From an optimization exercise on the open Yosys and OpenROAD flow, aimed at small area, a short achievable clock period and few clock cycles per item; shortcuts taken in it are not production practice.
RTL that was checked went through simulation tests only; none was proved equivalent to the original.

== v23 ==
// snow3g_f9hash
module snow3g_f9hash (
    input  wire        clk,
    input  wire        rst,           
    input  wire        start_valid,
    output wire        start_ready,
    input  wire [63:0] p,
    input  wire [63:0] q,
    input  wire [31:0] z5,
    input  wire [15:0] len,           
    input  wire        blk_valid,
    output wire        blk_ready,
    input  wire [63:0] blk,
    output wire        res_valid,
    input  wire        res_ready,
    output wire [63:0] eval,
    output wire [31:0] maci
);
    localparam [2:0] ST_IDLE = 3'd0;    
    localparam [2:0] ST_BLK  = 3'd1;    
    localparam [2:0] ST_FIN1 = 3'd2;    
    localparam [2:0] ST_FIN2 = 3'd3;    
    localparam [2:0] ST_FW0  = 3'd4;    
    localparam [2:0] ST_FW1  = 3'd5;    
    function [63:0] gf_sq(input [63:0] a);
        reg [127:0] t;
        integer i;
        begin
            t = 128'd0;
            for (i = 0; i < 64; i = i + 1)
                t[2 * i] = a[i];
            for (i = 126; i >= 64; i = i - 1)
                if (t[i])
                    t[i - 64 +: 5] = t[i - 64 +: 5] ^ 5'h1B;
            gf_sq = t[63:0];
        end
    endfunction
    reg [2:0]   state;
    reg [63:0]  x;              
    reg [63:0]  k_r;            
    reg [278:0] mid;            
    reg [63:0]  p_r, q_r;
    reg [31:0]  z5_r;
    reg [15:0]  len_r;
    reg [10:0]  blocks_left;    
    reg         need;           
    reg         slot;           
    reg         fresh1, fresh2; 
    reg         ev1, ev;        
    reg         rv;             
    reg [63:0]  eval_r;
    reg [31:0]  z5_o;           
    wire [278:0] mid_n;
    wire [63:0]  prod;
    gf64mul_s1 u_s1 (.a(x), .b(k_r), .m(mid_n));
    gf64mul_s2 u_s2 (.m(mid), .r(prod));
    wire [63:0] prod_c = (fresh1 | fresh2) ? 64'd0 : prod;
    wire [63:0] p_sq   = gf_sq(p_r);
    wire [10:0] n_blocks = {1'b0, len[15:6]} + {10'd0, |len[5:0]};
    reg         last_blk;       
    wire [5:0]  tail     = len_r[5:0];
    wire [63:0] tailmask = (tail == 6'd0) ? {64{1'b1}} : ~({64{1'b1}} >> tail);
    wire [63:0] blk_m    = last_blk ? (blk & tailmask) : blk;
    reg sr_r, br_r;
    wire go = sr_r && (state != ST_IDLE);    
    assign start_ready = sr_r;
    assign blk_ready   = br_r;
    assign res_valid   = rv;
    assign eval        = eval_r;
    assign maci        = eval_r[63:32] ^ z5_o;
  ...
Size in the first run: ~6,000 cells after synthesis, ~700 flip-flops, roughly 0.053 mm² of cells after synthesis.
==> module snow3g_f9hash, before the edit <==
module snow3g_f9hash (
    input  wire        clk,
    input  wire        rst,           
    input  wire        start_valid,
    output wire        start_ready,
    input  wire [63:0] p,
    input  wire [63:0] q,
    input  wire [31:0] z5,
    input  wire [15:0] len,           
    input  wire        blk_valid,
    output wire        blk_ready,
    input  wire [63:0] blk,
    output wire        res_valid,
    input  wire        res_ready,
    output wire [63:0] eval,
    output wire [31:0] maci
);
    localparam [2:0] ST_IDLE = 3'd0;    
    localparam [2:0] ST_BLK  = 3'd1;    
    localparam [2:0] ST_FIN1 = 3'd2;    
    localparam [2:0] ST_FIN2 = 3'd3;    
    localparam [2:0] ST_FW0  = 3'd4;    
    localparam [2:0] ST_FW1  = 3'd5;    
    function [63:0] gf_sq(input [63:0] a);
        reg [127:0] t;
        integer i;
        begin
            t = 128'd0;
            for (i = 0; i < 64; i = i + 1)
                t[2 * i] = a[i];
            for (i = 126; i >= 64; i = i - 1)
                if (t[i])
                    t[i - 64 +: 5] = t[i - 64 +: 5] ^ 5'h1B;
            gf_sq = t[63:0];
        end
    endfunction
    reg [2:0]   state;
    reg [63:0]  x;              
    reg [63:0]  k_r;            
    reg [278:0] mid;            
    reg [63:0]  p_r, q_r;
    reg [31:0]  z5_r;
    reg [15:0]  len_r;
    reg [10:0]  blocks_left;    
    reg         need;           
    reg         slot;           
    reg         fresh1, fresh2; 
    reg         ev1, ev;        
    reg         rv;             
    reg [63:0]  eval_r;
    reg [31:0]  z5_o;           
    wire [278:0] mid_n;
    wire [63:0]  prod;
    gf64mul_s1 u_s1 (.a(x), .b(k_r), .m(mid_n));
    gf64mul_s2 u_s2 (.m(mid), .r(prod));
    wire [63:0] prod_c = (fresh1 | fresh2) ? 64'd0 : prod;
    wire [63:0] p_sq   = gf_sq(p_r);
    wire [10:0] n_blocks = {1'b0, len[15:6]} + {10'd0, |len[5:0]};
    reg         last_blk;       
    wire [5:0]  tail     = len_r[5:0];
    wire [63:0] tailmask = (tail == 6'd0) ? {64{1'b1}} : ~({64{1'b1}} >> tail);
    wire [63:0] blk_m    = last_blk ? (blk & tailmask) : blk;
    reg sr_r, br_r;
    wire go = sr_r && (state != ST_IDLE);    
    assign start_ready = sr_r;
    assign blk_ready   = br_r;
    assign res_valid   = rv;
    assign eval        = eval_r;
    assign maci        = eval_r[63:32] ^ z5_o;
    wire take_start = start_valid && sr_r;
    wire take_blk   = blk_valid && br_r;
    reg [2:0] state_n;
    reg       rv_n, ev1_n, ev_n, slot_n, need_n;
    always @* begin
        case (state)
            ST_BLK:  state_n = (take_blk && last_blk) ? ST_FIN1 : ST_BLK;
            ST_FIN1: state_n = ST_FIN2;
            ST_FIN2: state_n = go ? ST_IDLE : ST_FW0;
            ST_FW0:  state_n = ST_FW1;
            ST_FW1:  state_n = go ? ST_IDLE : ST_FW0;
            default: state_n = ST_IDLE;
        endcase
        if (take_start)
            state_n = (len == 16'd0) ? ST_FIN1 : ST_BLK;
        rv_n   = ev || (rv && !res_ready);
        ev1_n  = go;
        ev_n   = ev1;
        slot_n = take_start ? 1'b0 : ~slot;
        need_n = take_start ? 1'b0 : (need ^ take_blk);
        if (rst) begin
            state_n = ST_IDLE;
            rv_n    = 1'b0;
            ev1_n   = 1'b0;
            ev_n    = 1'b0;
        end
    end
    wire sr_n = (state_n == ST_IDLE) ||
                (((state_n == ST_FIN2) || (state_n == ST_FW1)) && !rv_n && !ev1_n && !ev_n);
    wire br_n = (state_n == ST_BLK) && (slot_n == need_n);
    wire [63:0] k_next = take_blk ? (last_blk ? p_r : p_sq) :
                         go       ? q_r : 64'd1;
    wire [63:0] x_add = (state == ST_BLK)  ? (take_blk ? blk_m : 64'd0) :
                        (state == ST_FIN1) ? {48'd0, len_r} :
                        (state == ST_FIN2) ? x : 64'd0;
    always @(posedge clk) begin
        mid    <= mid_n;
        k_r    <= k_next;
        x      <= prod_c ^ x_add;
        state  <= state_n;
        rv     <= rv_n;
        ev1    <= ev1_n;
        ev     <= ev_n;
        slot   <= slot_n;
        need   <= need_n;
        sr_r   <= sr_n;
        br_r   <= br_n;
        fresh1 <= take_start && !rst;
        fresh2 <= fresh1;
        if (!rst) begin
            if (ev) begin
                eval_r <= prod;
            end
            if (go)
                z5_o   <= z5_r;
            if (take_blk) begin
                blocks_left <= blocks_left - 11'd1;
                last_blk    <= (blocks_left == 11'd2);
            end
            if (take_start) begin
                p_r         <= p;
                q_r         <= q;
                z5_r        <= z5;
                len_r       <= len;
                blocks_left <= n_blocks;
                last_blk    <= (n_blocks == 11'd1);
            end
        end
    end
endmodule
Settings: LEC_CHECK=0, CAP_MARGIN=20, CORE_MARGIN=2, CORE_UTILIZATION=40, PLACE_DENSITY=0.6, SETUP_SLACK_MARGIN=2.0, SLEW_MARGIN=20; clock period 5.0 ns.
standard.sh (not shown) runs the stock make flow with config.mk's settings and CLKGATE_MAP_FILE= SYNTH_SCRIPT=/design/flow/synth_recipe.tcl, a recipe that flattens the netlist after the stock synthesis.
==> flow/flow/run.sh <==
#!/bin/bash
# The standard layout (the standard.sh: ORFS with the standard synthesis),
# with one change: the buffers that buffer_ports puts on every input and output
# port are sky130_fd_sc_hd__buf_1 instead of the delay cell
# sky130_fd_sc_hd__clkdlybuf4s50_1 that the resizer picks by default.
# The full output of the make run goes to flow_make.log in the work folder;
# each ORFS step also keeps its own log under orfs/logs/.
set -euo pipefail
export BUFFER_PORTS_ARGS="-buffer_cell sky130_fd_sc_hd__buf_1"
bash standard.sh finish > flow_make.log 2>&1
Testbench counts of v23, summed over its fixed seeds: cycles 1,921, blocks 1,787.
Setup changes, v23 to v7
--- a/flow/design.v
+++ b/flow/design.v
@@ -48,7 +48,7 @@
     reg         ev1, ev;        
     reg         rv;             
     reg [63:0]  eval_r;
-    reg [31:0]  z5_o;           
+    reg [31:0]  maci_r;
     wire [278:0] mid_n;
     wire [63:0]  prod;
     gf64mul_s1 u_s1 (.a(x), .b(k_r), .m(mid_n));
@@ -66,7 +66,7 @@
     assign blk_ready   = br_r;
     assign res_valid   = rv;
     assign eval        = eval_r;
-    assign maci        = eval_r[63:32] ^ z5_o;
+    assign maci        = maci_r;
     wire take_start = start_valid && sr_r;
     wire take_blk   = blk_valid && br_r;
     reg [2:0] state_n;
@@ -119,9 +119,10 @@
         if (!rst) begin
             if (ev) begin
                 eval_r <= prod;
+                maci_r <= prod[63:32] ^ maci_r;
             end
             if (go)
-                z5_o   <= z5_r;
+                maci_r <= z5_r;
             if (take_blk) begin
                 blocks_left <= blocks_left - 11'd1;
                 last_blk    <= (blocks_left == 11'd2);
Notes after the runs:
Looking at the reports, v7 completed the entire flow and the layout it produced met the timing, DRC and antenna checks.
Synthesized area deteriorates in v7 relative to v23.
Min final cell count across v23 and v7: v23
Compared with v23, in v7 die area increased by 0.0018 mm² relative to the old numbers, simple-gate share of the synthesized area increased by 0.24 points relative to the old numbers, biggest fanout along the worst timing path decreased by 1 relative to the old numbers, routed length per instance increased by about 2% relative to the old numbers.
Against v23 as the reference, v7 delivers a higher wire length reported by the detailed router.
Min number of DRC violations after detailed-routing iteration 0 across v23 and v7: v7
v7 vs v23, highest-delay cell along the critical path: sky130_fd_sc_hd__xnor2_1 vs sky130_fd_sc_hd__xnor3_1
v7 vs. v23: post-route worst setup slack went up by 19 ps, via count now sits higher.
Function not checked in v7: the RTL went through the layout flow alone.

afterwards: timing with drivers on the ports:
In the flow no input, the clock included, has a driving cell. The finished layouts below were timed again as built, in two steps.
Step 1 (the two cells are an assumption about what drives the block):
set clk [get_ports {clk}]
set_driving_cell -lib_cell sky130_fd_sc_hd__clkbuf_16 $clk
set_driving_cell -lib_cell sky130_fd_sc_hd__buf_2 [delete_from_list [all_inputs] $clk]
Step 2 moves the port delays by t, midway between the first and last clock arrival at a register: inputs arrive t later, outputs are due t later. That takes back most of the time a late clock gives input paths.
Slacks: ideal ports / drivers / drivers and shift; pairs: ideal ports / drivers.
| run | t (ns) | setup slack, ns | hold slack, ns | clock arrival spread, ns | slew at the worst register clock pin (ns) |
|---|---|---|---|---|---|
| v23 | 0.808 | 1.836 / 1.836 / 1.461 | 0.388 / 0.372 / 0.388 | 0.041 / 0.040 | 0.07 / 0.07 |
| v7 | 0.789 | 1.854 / 1.854 / 1.803 | 0.403 / 0.375 / 0.403 | 0.048 / 0.048 | 0.07 / 0.07 |
After both steps every run listed still meets setup and hold. For v23, which loses most, drivers alone change the setup slack by 0.000 ns; drivers and shift together by -0.375 ns.
